Background: an optimization exercise with open tools, aiming at small area and a short achievable clock period. Do not read the settings as production practice. In this exercise RTL edits were held to simulation tests only and were not proved equivalent to the original. Power figures rest on the tool's default switching activity, not on a simulated workload.

Setup of the baseline:
Design fcb, start of the top module:
module fcb (
    input              clk,
    input              rst,
    input              rx_valid,
    input      [7:0]   rx_byte,
    output reg         dec_valid,
    output reg [2:0]   dec_evt,
    output     [3:0]   dec_len,
    output reg [87:0]  dec_data,
    output reg [1:0]   s2c_kind,
    output     [1:0]   s2c_host,
    output     [10:0]  s2c_id,
    output     [3:0]   s2c_dlc,
    input      [1:0]   cnt_sel,
    output     [15:0]  cnt_val,
    input              enc_valid,
    input      [3:0]   enc_len,
    input      [87:0]  enc_data,
    output             enc_ready,
    output reg         enc_refused,
    input              can_valid,
    input              can_ext,
    input      [28:0]  can_id,
    input      [3:0]   can_dlc,
    input      [63:0]  can_data,
    input      [31:0]  pt_mask,
    output             can_ready,
    output reg         c2s_valid,
    output reg [1:0]   c2s_res,
    output reg [2:0]   c2s_kind,
    output     [23:0]  c2s_arg,
    output     [3:0]   c2s_opc,
    output     [4:0]   c2s_sid,
    output             tx_valid,
    output reg [7:0]   tx_byte,
    input              tx_ready
);
clock: 25.0 ns
lec_check: 0
cap_margin: 20
core_margin: 2
core_utilization: 40
cts_buf_list: sky130_fd_sc_hd__clkbuf_8
cts_cluster_diameter: 60
cts_cluster_size: 15
slew_margin: 20
standard.sh (not shown) runs the stock make flow with config.mk's settings and CLKGATE_MAP_FILE= SYNTH_SCRIPT=/design/flow/synth_recipe.tcl, a recipe that flattens the netlist after the stock synthesis.
==> flow/flow/run.sh <==
#!/bin/bash
set -uo pipefail
bash standard.sh "BUFFER_PORTS_ARGS=-buffer_cell sky130_fd_sc_hd__buf_1" finish > flow_standard.log 2>&1
The flow did not stop early for the baseline: all stages ran, and the layout cleared the timing, DRC and antenna checks.
What the candidate does differently from the baseline at the input level:
==> flow/flow/run.sh <==
#!/bin/bash
# The standard layout (standard.sh), with three changes to how it is made:
#  * port buffers are the smallest buffer (buf_1) instead of the default pick;
#  * clock tree from clkbuf_8 with sink clusters of up to 15, no dummy loads;
#  * timing repair aims at 14 ns of setup slack, so it speeds up the paths
#    through the ports (the constraints and clock period are unchanged).
# ORFS writes each step's full log under orfs/logs; make's output is in
# flow_standard.log.
set -uo pipefail
bash standard.sh \
  "BUFFER_PORTS_ARGS=-buffer_cell sky130_fd_sc_hd__buf_1" \
  "CTS_ARGS=-sink_clustering_enable -repair_clock_nets -buf_list sky130_fd_sc_hd__clkbuf_8 -sink_clustering_size 15 -sink_clustering_max_diameter 60 -dont_use_dummy_load" \
  SETUP_SLACK_MARGIN=14 \
  finish > flow_standard.log 2>&1
==> notes.md <==
- Total non-filler cell area in the finished layout of the candidate is on par with the baseline.
- Of the two values seen for master of the slowest instance on the critical path, nor2_1 was produced by the baseline and mux4_2 by the candidate.
- As far as cell area after synthesis goes, the candidate and the baseline are indistinguishable; the numbers are identical.
- Taking the baseline as the reference, in the candidate number of buffers and inverters on the critical path went down by 1, maximum ir drop on the vdd rail went up by 0.0000072 V.
- Met2 routing resource usage after global routing, the candidate and the baseline: higher on the baseline
- Clock network power share: lower on the candidate
- The candidate -> the baseline: post-synthesis simple-gate area fraction delta 0, exact match
- Between the baseline and the candidate, the sequential fraction of total cell area figures differ only marginally.
- In the tables for the candidate and the baseline, final worst hold slack reads higher with the candidate.

* * *

## fjord
fcb, a different RTL version from the one above (not shown whole).
Size in the first run: ~1300 cells after synthesis, roughly 420 I/O pins, roughly 15000 um^2 of cells after synthesis.
==> flow/design.v (excerpt) <==
module fcb (
    input              clk,
    input              rst,
    input              rx_valid,
    input      [7:0]   rx_byte,
    output reg         dec_valid,
    output reg [2:0]   dec_evt,
    output     [3:0]   dec_len,
    output reg [87:0]  dec_data,
    output reg [1:0]   s2c_kind,
    output     [1:0]   s2c_host,
    output     [10:0]  s2c_id,
    output     [3:0]   s2c_dlc,
    input      [1:0]   cnt_sel,
    output     [15:0]  cnt_val,
    input              enc_valid,
    input      [3:0]   enc_len,
    input      [87:0]  enc_data,
    output             enc_ready,
    output reg         enc_refused,
    input              can_valid,
    input              can_ext,
    input      [28:0]  can_id,
    input      [3:0]   can_dlc,
    input      [63:0]  can_data,
    input      [31:0]  pt_mask,
    output             can_ready,
    output reg         c2s_valid,
    output reg [1:0]   c2s_res,
    output reg [2:0]   c2s_kind,
    output     [23:0]  c2s_arg,
    output     [3:0]   c2s_opc,
    output     [4:0]   c2s_sid,
    output             tx_valid,
    output reg [7:0]   tx_byte,
    input              tx_ready
);
    localparam CNT_MAX = 16'hFFFF;
    localparam EV_NONE     = 3'd0;
    localparam EV_IDLE     = 3'd1;
    localparam EV_DELIVER  = 3'd2;
    localparam EV_OVERFLOW = 3'd3;
    localparam EV_CHAIN    = 3'd4;
    localparam EV_SUM      = 3'd5;
    localparam EV_SHORT    = 3'd6;
    localparam S2C_CAN  = 2'd0;
    localparam S2C_HOST = 2'd1;
    localparam S2C_DROP = 2'd2;
    localparam C2S_DROP  = 2'd0;
    localparam C2S_LOCAL = 2'd1;
    localparam C2S_NOOP  = 2'd2;
    localparam C2S_FWD   = 2'd3;
    integer i, j, k, q;
    reg        rx_empty;
    reg [3:0]  rx_lm2;
    reg [3:0]  rx_dist;
    reg [7:0]  rx_sum;
    wire rx_zero  = (rx_byte == 8'd0);
    wire rx_data  = rx_valid && !rx_zero;
    wire rx_full  = !rx_empty && rx_lm2 == 4'd11;           
    wire rx_code  = rx_empty || rx_dist == 4'd0;            
    wire [7:0] rx_blk = rx_code ? 8'd0 : rx_byte;           
    wire [3:0] rx_slot = rx_lm2 + 4'd1;                    
    wire rx_short = rx_lm2 == 4'd15 || rx_lm2 <= 4'd2;      
    wire [7:0] p0 = dec_data[7:0];
    wire [7:0] p1 = dec_data[15:8];
  ...
export LEC_CHECK = 0
export CAP_MARGIN = 20
export CORE_MARGIN = 2
export CORE_UTILIZATION = 40
export CTS_BUF_LIST = sky130_fd_sc_hd__clkbuf_8
export CTS_CLUSTER_DIAMETER = 60
export CTS_CLUSTER_SIZE = 15
export SLEW_MARGIN = 20
create_clock -name core_clock -period 25.0 [get_ports {clk}]
==> flow/flow/run.sh <==
#!/bin/bash
# The standard layout (standard.sh) with these changes to how it is made:
#  * after the standard synthesis, the logic between the flip-flops is mapped
#    again by ABC for area (flow/reabc.ys, flow/area.abc); the flip-flops,
#    their names and cells are kept as the standard synthesis made them, and
#    so are its full adders; the cnt_val multiplexers are rebuilt as a shared
#    select decode and a two-level AND-OR (flow/cntmux.v);
#  * port buffers are the smallest buffer (buf_1);
#  * clock tree from clkbuf_4 with sink clusters of up to 10, no dummy loads;
#  * timing repair aims at 14.3 ns of setup slack, so that it speeds up the
#    paths through the ports (the constraints and clock period are unchanged).
# Logs: flow_synth.log, reabc.log, flow_standard.log here, and ORFS's own
# per-step logs under orfs/logs.
set -uo pipefail
W=$PWD
RES=$W/orfs/results/sky130hd/fcb/base
LIB=$FLOW_HOME/platforms/sky130hd/lib/sky130_fd_sc_hd__tt_025C_1v80.lib
OPTS=("BUFFER_PORTS_ARGS=-buffer_cell sky130_fd_sc_hd__buf_1"
      "CTS_ARGS=-sink_clustering_enable -repair_clock_nets -buf_list sky130_fd_sc_hd__clkbuf_4 -sink_clustering_size 10 -sink_clustering_max_diameter 40 -dont_use_dummy_load"
      "SETUP_SLACK_MARGIN=14.3")
bash standard.sh "${OPTS[@]}" $RES/1_2_yosys.v > flow_synth.log 2>&1
cp $RES/1_2_yosys.v $W/1_2_yosys_standard.v
sed -e "s#@LIB@#$LIB#g" -e "s#@IN@#$W/1_2_yosys_standard.v#" -e "s#@OUT@#$W/1_2_yosys_reabc.v#" \
    -e "s#@ABC@#$W/flow/area.abc#" -e "s#@CNTMUX@#$W/flow/cntmux.v#" flow/reabc.ys > reabc_run.ys
if yosys -s reabc_run.ys > reabc.log 2>&1 && [ -s $W/1_2_yosys_reabc.v ] &&
   [ "$(grep -c '^module' $W/1_2_yosys_reabc.v)" = 1 ]; then
  cp $W/1_2_yosys_reabc.v $RES/1_2_yosys.v
fi
bash standard.sh "${OPTS[@]}" finish > flow_standard.log 2>&1
==> flow/flow/area.abc <==
strash
&get -n
&fraig -x
&st
&deepsyn -T 120
&dch -f
&nf -R 1000 -a -p -E 2 -C 32 -A 4 -F 8
&put
==> flow/flow/cntmux.v <==
// Replacement for the 4:1 multiplexers that drive cnt_val: a decode of the
// select (shared by all bits once identical cells are merged) and a two-level
// AND-OR, shorter from the select inputs than the mux4 cell.
module sky130_fd_sc_hd__mux4_2 (A0, A1, A2, A3, S0, S1, X);
  input A0, A1, A2, A3, S0, S1;
  output X;
  wire s0, s1, s2, s3, y0, y1;
  sky130_fd_sc_hd__nor2_1  d0 (.A(S0), .B(S1), .Y(s0));
  sky130_fd_sc_hd__nor2b_1 d1 (.A(S1), .B_N(S0), .Y(s1));
  sky130_fd_sc_hd__nor2b_1 d2 (.A(S0), .B_N(S1), .Y(s2));
  sky130_fd_sc_hd__and2_1  d3 (.A(S0), .B(S1), .X(s3));
  sky130_fd_sc_hd__a22oi_1 g0 (.A1(s0), .A2(A0), .B1(s1), .B2(A1), .Y(y0));
  sky130_fd_sc_hd__a22oi_1 g1 (.A1(s2), .A2(A2), .B1(s3), .B2(A3), .Y(y1));
  sky130_fd_sc_hd__nand2_1 g2 (.A(y0), .B(y1), .Y(X));
endmodule
==> flow/flow/reabc.ys <==
# Area re-mapping of the standard synthesis netlist: the flip-flops (and the
# full adders that synthesis extracted) are kept
# as they are (same instances, names and cells); the logic between them is
# mapped again by ABC with an area-oriented script (flow/area.abc).
read_liberty -ignore_miss_func @LIB@
read_verilog @IN@
hierarchy -top fcb
setattr -mod -set blackbox 1 sky130_fd_sc_hd__*df* sky130_fd_sc_hd__*dl* sky130_fd_sc_hd__*sdf* sky130_fd_sc_hd__fa_*
# the 4:1 muxes of cnt_val (a path from input to output port) are kept out
# of ABC
setattr -set keep_hierarchy 1 w:cnt_val %ci1 c:* %i
flatten
setattr -mod -set blackbox 1 sky130_fd_sc_hd__mux4_2
rename -hide w:*.*
opt_clean -purge
abc -liberty @LIB@ -dont_use sky130_fd_sc_hd__lpflow_bleeder_1 -dont_use sky130_fd_sc_hd__lpflow_clkbufkapwr_1 -dont_use sky130_fd_sc_hd__lpflow_clkbufkapwr_16 -dont_use sky130_fd_sc_hd__lpflow_clkbufkapwr_2 -dont_use sky130_fd_sc_hd__lpflow_clkbufkapwr_4 -dont_use sky130_fd_sc_hd__lpflow_clkbufkapwr_8 -dont_use sky130_fd_sc_hd__lpflow_clkinvkapwr_1 -dont_use sky130_fd_sc_hd__lpflow_clkinvkapwr_16 -dont_use sky130_fd_sc_hd__lpflow_clkinvkapwr_2 -dont_use sky130_fd_sc_hd__lpflow_clkinvkapwr_4 -dont_use sky130_fd_sc_hd__lpflow_clkinvkapwr_8 -dont_use sky130_fd_sc_hd__lpflow_decapkapwr_12 -dont_use sky130_fd_sc_hd__lpflow_decapkapwr_3 -dont_use sky130_fd_sc_hd__lpflow_decapkapwr_4 -dont_use sky130_fd_sc_hd__lpflow_decapkapwr_6 -dont_use sky130_fd_sc_hd__lpflow_decapkapwr_8 -dont_use sky130_fd_sc_hd__lpflow_inputiso0n_1 -dont_use sky130_fd_sc_hd__lpflow_inputiso0p_1 -dont_use sky130_fd_sc_hd__lpflow_inputiso1n_1 -dont_use sky130_fd_sc_hd__lpflow_inputiso1p_1 -dont_use sky130_fd_sc_hd__lpflow_inputisolatch_1 -dont_use sky130_fd_sc_hd__lpflow_isobufsrc_1 -dont_use sky130_fd_sc_hd__lpflow_isobufsrc_16 -dont_use sky130_fd_sc_hd__lpflow_isobufsrc_2 -dont_use sky130_fd_sc_hd__lpflow_isobufsrc_4 -dont_use sky130_fd_sc_hd__lpflow_isobufsrc_8 -dont_use sky130_fd_sc_hd__lpflow_isobufsrckapwr_16 -dont_use sky130_fd_sc_hd__lpflow_lsbuf_lh_hl_isowell_tap_1 -dont_use sky130_fd_sc_hd__lpflow_lsbuf_lh_hl_isowell_tap_2 -dont_use sky130_fd_sc_hd__lpflow_lsbuf_lh_hl_isowell_tap_4 -dont_use sky130_fd_sc_hd__lpflow_lsbuf_lh_isowell_4 -dont_use sky130_fd_sc_hd__lpflow_lsbuf_lh_isowell_tap_1 -dont_use sky130_fd_sc_hd__lpflow_lsbuf_lh_isowell_tap_2 -dont_use sky130_fd_sc_hd__lpflow_lsbuf_lh_isowell_tap_4 -dont_use sky130_fd_sc_hd__probe_p_8 -dont_use sky130_fd_sc_hd__probec_p_8  -script @ABC@
opt_clean -purge
# cnt_val: the kept 4:1 muxes become a shared select decode and a two-level
# AND-OR per bit (flow/cntmux.v), faster from cnt_sel than the mux4 cell
read_liberty -lib -ignore_redef -ignore_miss_func @LIB@
techmap -map @CNTMUX@ w:cnt_val %ci1 c:* %i
setattr -unset keep_hierarchy c:*
opt_merge -share_all
rename -hide w:*.* c:*.*
opt_clean -purge
hilomap -singleton -hicell sky130_fd_sc_hd__conb_1 HI -locell sky130_fd_sc_hd__conb_1 LO
insbuf -buf sky130_fd_sc_hd__buf_1 A X
rename -enumerate -pattern reabc_% w:$* c:$*
opt_clean -purge
tee -o reabc_stat.log stat -liberty @LIB@
write_verilog -noattr -nohex -nodec -noexpr @OUT@
Inputs modified between fjord and yarrow:
Settings: CORE_UTILIZATION changed from 40 to 60.
diff --git a/flow/flow/run.sh b/flow/flow/run.sh
--- a/flow/flow/run.sh
+++ b/flow/flow/run.sh
@@ -4,5 +4,3 @@
 #    again by ABC for area (flow/reabc.ys, flow/area.abc); the flip-flops,
-#    their names and cells are kept as the standard synthesis made them, and
-#    so are its full adders; the cnt_val multiplexers are rebuilt as a shared
-#    select decode and a two-level AND-OR (flow/cntmux.v);
+#    their names and cells are kept as the standard synthesis made them;
 #  * port buffers are the smallest buffer (buf_1);
@@ -23,5 +21,4 @@
 sed -e "s#@LIB@#$LIB#g" -e "s#@IN@#$W/1_2_yosys_standard.v#" -e "s#@OUT@#$W/1_2_yosys_reabc.v#" \
-    -e "s#@ABC@#$W/flow/area.abc#" -e "s#@CNTMUX@#$W/flow/cntmux.v#" flow/reabc.ys > reabc_run.ys
-if yosys -s reabc_run.ys > reabc.log 2>&1 && [ -s $W/1_2_yosys_reabc.v ] &&
-   [ "$(grep -c '^module' $W/1_2_yosys_reabc.v)" = 1 ]; then
+    -e "s#@ABC@#$W/flow/area.abc#" flow/reabc.ys > reabc_run.ys
+if yosys -s reabc_run.ys > reabc.log 2>&1 && [ -s $W/1_2_yosys_reabc.v ]; then
   cp $W/1_2_yosys_reabc.v $RES/1_2_yosys.v
==> flow/flow/reabc.ys <==
# Area re-mapping of the standard synthesis netlist: the flip-flops (and the
# full adders that synthesis extracted) are kept
# as they are (same instances, names and cells); the logic between them is
# mapped again by ABC with an area-oriented script (flow/area.abc).
read_liberty -ignore_miss_func @LIB@
read_verilog @IN@
hierarchy -top fcb
setattr -mod -set blackbox 1 sky130_fd_sc_hd__*df* sky130_fd_sc_hd__*dl* sky130_fd_sc_hd__*sdf* sky130_fd_sc_hd__fa_*
flatten
rename -hide w:*.*
opt_clean -purge
abc -liberty @LIB@ -dont_use sky130_fd_sc_hd__lpflow_bleeder_1 -dont_use sky130_fd_sc_hd__lpflow_clkbufkapwr_1 -dont_use sky130_fd_sc_hd__lpflow_clkbufkapwr_16 -dont_use sky130_fd_sc_hd__lpflow_clkbufkapwr_2 -dont_use sky130_fd_sc_hd__lpflow_clkbufkapwr_4 -dont_use sky130_fd_sc_hd__lpflow_clkbufkapwr_8 -dont_use sky130_fd_sc_hd__lpflow_clkinvkapwr_1 -dont_use sky130_fd_sc_hd__lpflow_clkinvkapwr_16 -dont_use sky130_fd_sc_hd__lpflow_clkinvkapwr_2 -dont_use sky130_fd_sc_hd__lpflow_clkinvkapwr_4 -dont_use sky130_fd_sc_hd__lpflow_clkinvkapwr_8 -dont_use sky130_fd_sc_hd__lpflow_decapkapwr_12 -dont_use sky130_fd_sc_hd__lpflow_decapkapwr_3 -dont_use sky130_fd_sc_hd__lpflow_decapkapwr_4 -dont_use sky130_fd_sc_hd__lpflow_decapkapwr_6 -dont_use sky130_fd_sc_hd__lpflow_decapkapwr_8 -dont_use sky130_fd_sc_hd__lpflow_inputiso0n_1 -dont_use sky130_fd_sc_hd__lpflow_inputiso0p_1 -dont_use sky130_fd_sc_hd__lpflow_inputiso1n_1 -dont_use sky130_fd_sc_hd__lpflow_inputiso1p_1 -dont_use sky130_fd_sc_hd__lpflow_inputisolatch_1 -dont_use sky130_fd_sc_hd__lpflow_isobufsrc_1 -dont_use sky130_fd_sc_hd__lpflow_isobufsrc_16 -dont_use sky130_fd_sc_hd__lpflow_isobufsrc_2 -dont_use sky130_fd_sc_hd__lpflow_isobufsrc_4 -dont_use sky130_fd_sc_hd__lpflow_isobufsrc_8 -dont_use sky130_fd_sc_hd__lpflow_isobufsrckapwr_16 -dont_use sky130_fd_sc_hd__lpflow_lsbuf_lh_hl_isowell_tap_1 -dont_use sky130_fd_sc_hd__lpflow_lsbuf_lh_hl_isowell_tap_2 -dont_use sky130_fd_sc_hd__lpflow_lsbuf_lh_hl_isowell_tap_4 -dont_use sky130_fd_sc_hd__lpflow_lsbuf_lh_isowell_4 -dont_use sky130_fd_sc_hd__lpflow_lsbuf_lh_isowell_tap_1 -dont_use sky130_fd_sc_hd__lpflow_lsbuf_lh_isowell_tap_2 -dont_use sky130_fd_sc_hd__lpflow_lsbuf_lh_isowell_tap_4 -dont_use sky130_fd_sc_hd__probe_p_8 -dont_use sky130_fd_sc_hd__probec_p_8  -script @ABC@
opt_clean -purge
hilomap -singleton -hicell sky130_fd_sc_hd__conb_1 HI -locell sky130_fd_sc_hd__conb_1 LO
insbuf -buf sky130_fd_sc_hd__buf_1 A X
rename -enumerate -pattern reabc_% w:$* c:$*
opt_clean -purge
tee -o reabc_stat.log stat -liberty @LIB@
write_verilog -noattr -nohex -nodec -noexpr @OUT@
removed: flow/flow/cntmux.v
==> comparison <==
Via count of the routed design ended up 530 higher on yarrow than on fjord. Cmp yarrow and fjord / share of total power in combinational logic / lower: fjord. Maximum frequency for yarrow is lower than for fjord. Status | yarrow and fjord | clean.
Here is what was changed in the inputs of nickel compared with yarrow.
Settings: CORE_UTILIZATION now 40, was 60.
diff --git a/flow/flow/run.sh b/flow/flow/run.sh
--- a/flow/flow/run.sh
+++ b/flow/flow/run.sh
@@ -6,3 +6,3 @@
 #  * port buffers are the smallest buffer (buf_1);
-#  * clock tree from clkbuf_4 with sink clusters of up to 10, no dummy loads;
+#  * clock tree from clkbuf_8 with sink clusters of up to 15, no dummy loads;
 #  * timing repair aims at 14.3 ns of setup slack, so that it speeds up the
==> flow/flow/area.abc <==
strash
&get -n
&fraig -x
&st
&deepsyn -T 120
&dch -f
&nf -R 1000 -a -p -E 2
&put
diff --git a/flow/flow/reabc.ys b/flow/flow/reabc.ys
--- a/flow/flow/reabc.ys
+++ b/flow/flow/reabc.ys
@@ -1,3 +1,2 @@
-# Area re-mapping of the standard synthesis netlist: the flip-flops (and the
-# full adders that synthesis extracted) are kept
+# Area re-mapping of the standard synthesis netlist: the flip-flops are kept
 # as they are (same instances, names and cells); the logic between them is
@@ -7,3 +6,3 @@
 hierarchy -top fcb
-setattr -mod -set blackbox 1 sky130_fd_sc_hd__*df* sky130_fd_sc_hd__*dl* sky130_fd_sc_hd__*sdf* sky130_fd_sc_hd__fa_*
+setattr -mod -set blackbox 1 sky130_fd_sc_hd__*df* sky130_fd_sc_hd__*dl* sky130_fd_sc_hd__*sdf*
 flatten
--- outcome ---
nickel vs yarrow: first-pass GRT wire length up. nickel reached the final stage; the timing, DRC and antenna checks on its layout passed. Comparing yarrow and nickel, the lower die area is on yarrow. Growth of design area from synthesis to finish: nickel > yarrow. nickel vs yarrow, mapped cell area went up by 0.69%. Summary of nickel over yarrow: non-clock buffer count went down about 1.8%; fraction of met3 tracks used by global routing went down 2.1 points; proportion of layout cells with a drive suffix above 1 went down 0.63 points. Clock-buffer cell count (higher): nickel. Diff yarrow -> nickel: worst setup slack saw an increase; net switching power of the design saw a decrease. Between nickel and yarrow, it is nickel whose sequential share of layout area is lower, by 0.62 points.
### nickel -> maple
diff --git a/flow/flow/run.sh b/flow/flow/run.sh
--- a/flow/flow/run.sh
+++ b/flow/flow/run.sh
@@ -17,3 +17,3 @@
       "CTS_ARGS=-sink_clustering_enable -repair_clock_nets -buf_list sky130_fd_sc_hd__clkbuf_4 -sink_clustering_size 10 -sink_clustering_max_diameter 40 -dont_use_dummy_load"
-      "SETUP_SLACK_MARGIN=14.3")
+      "SETUP_SLACK_MARGIN=14.6")
 bash standard.sh "${OPTS[@]}" $RES/1_2_yosys.v > flow_synth.log 2>&1
--- outcome ---
- The maximum clock frequency of maple is lower than that of nickel.
- Relative to nickel, sequential share of layout area has decreased by 0.28 points in maple.
- Synthesis-to-layout area growth, maple and nickel, lower one = nickel.
- Final cell count delta for maple relative to nickel: 8 higher

[re-timing with driven ports]
The flow's constraints put no driver on any port. The routed layouts listed below were extracted and timed again, unchanged, in two steps.
Step 1 assumes that a clkbuf_16 drives the clock port and a buf_2 every other input.
Step 2, shift: input delay + t, output delay - t, t = (earliest + latest rising clock arrival at the registers) / 2. This alone moves slack from input paths to output paths.
Slacks: ideal / step 1 / step 2; pairs: ideal / step 1.
run	t, ns	setup slack, ns	latest minus earliest clock arrival (ns)	slew at the worst register clock pin (ns)
the baseline	0.661	13.022 / 13.046 / 12.385	0.027 / 0.027	0.11 / 0.11
the candidate	0.617	14.017 / 13.993 / 13.577	0.083 / 0.082	0.10 / 0.10
fjord	0.739	14.172 / 14.125 / 14.097	0.122 / 0.122	0.11 / 0.11
yarrow	0.682	13.967 / 13.906 / 13.796	0.092 / 0.092	0.10 / 0.10
nickel	0.724	14.219 / 14.101 / 14.022	0.091 / 0.090	0.11 / 0.11
maple	0.695	14.154 / 14.079 / 14.079	0.117 / 0.117	0.11 / 0.11
After both steps setup and hold are still met in every run listed. For the baseline, which loses most, drivers alone change the setup slack by +0.024 ns; drivers and shift together by -0.637 ns.
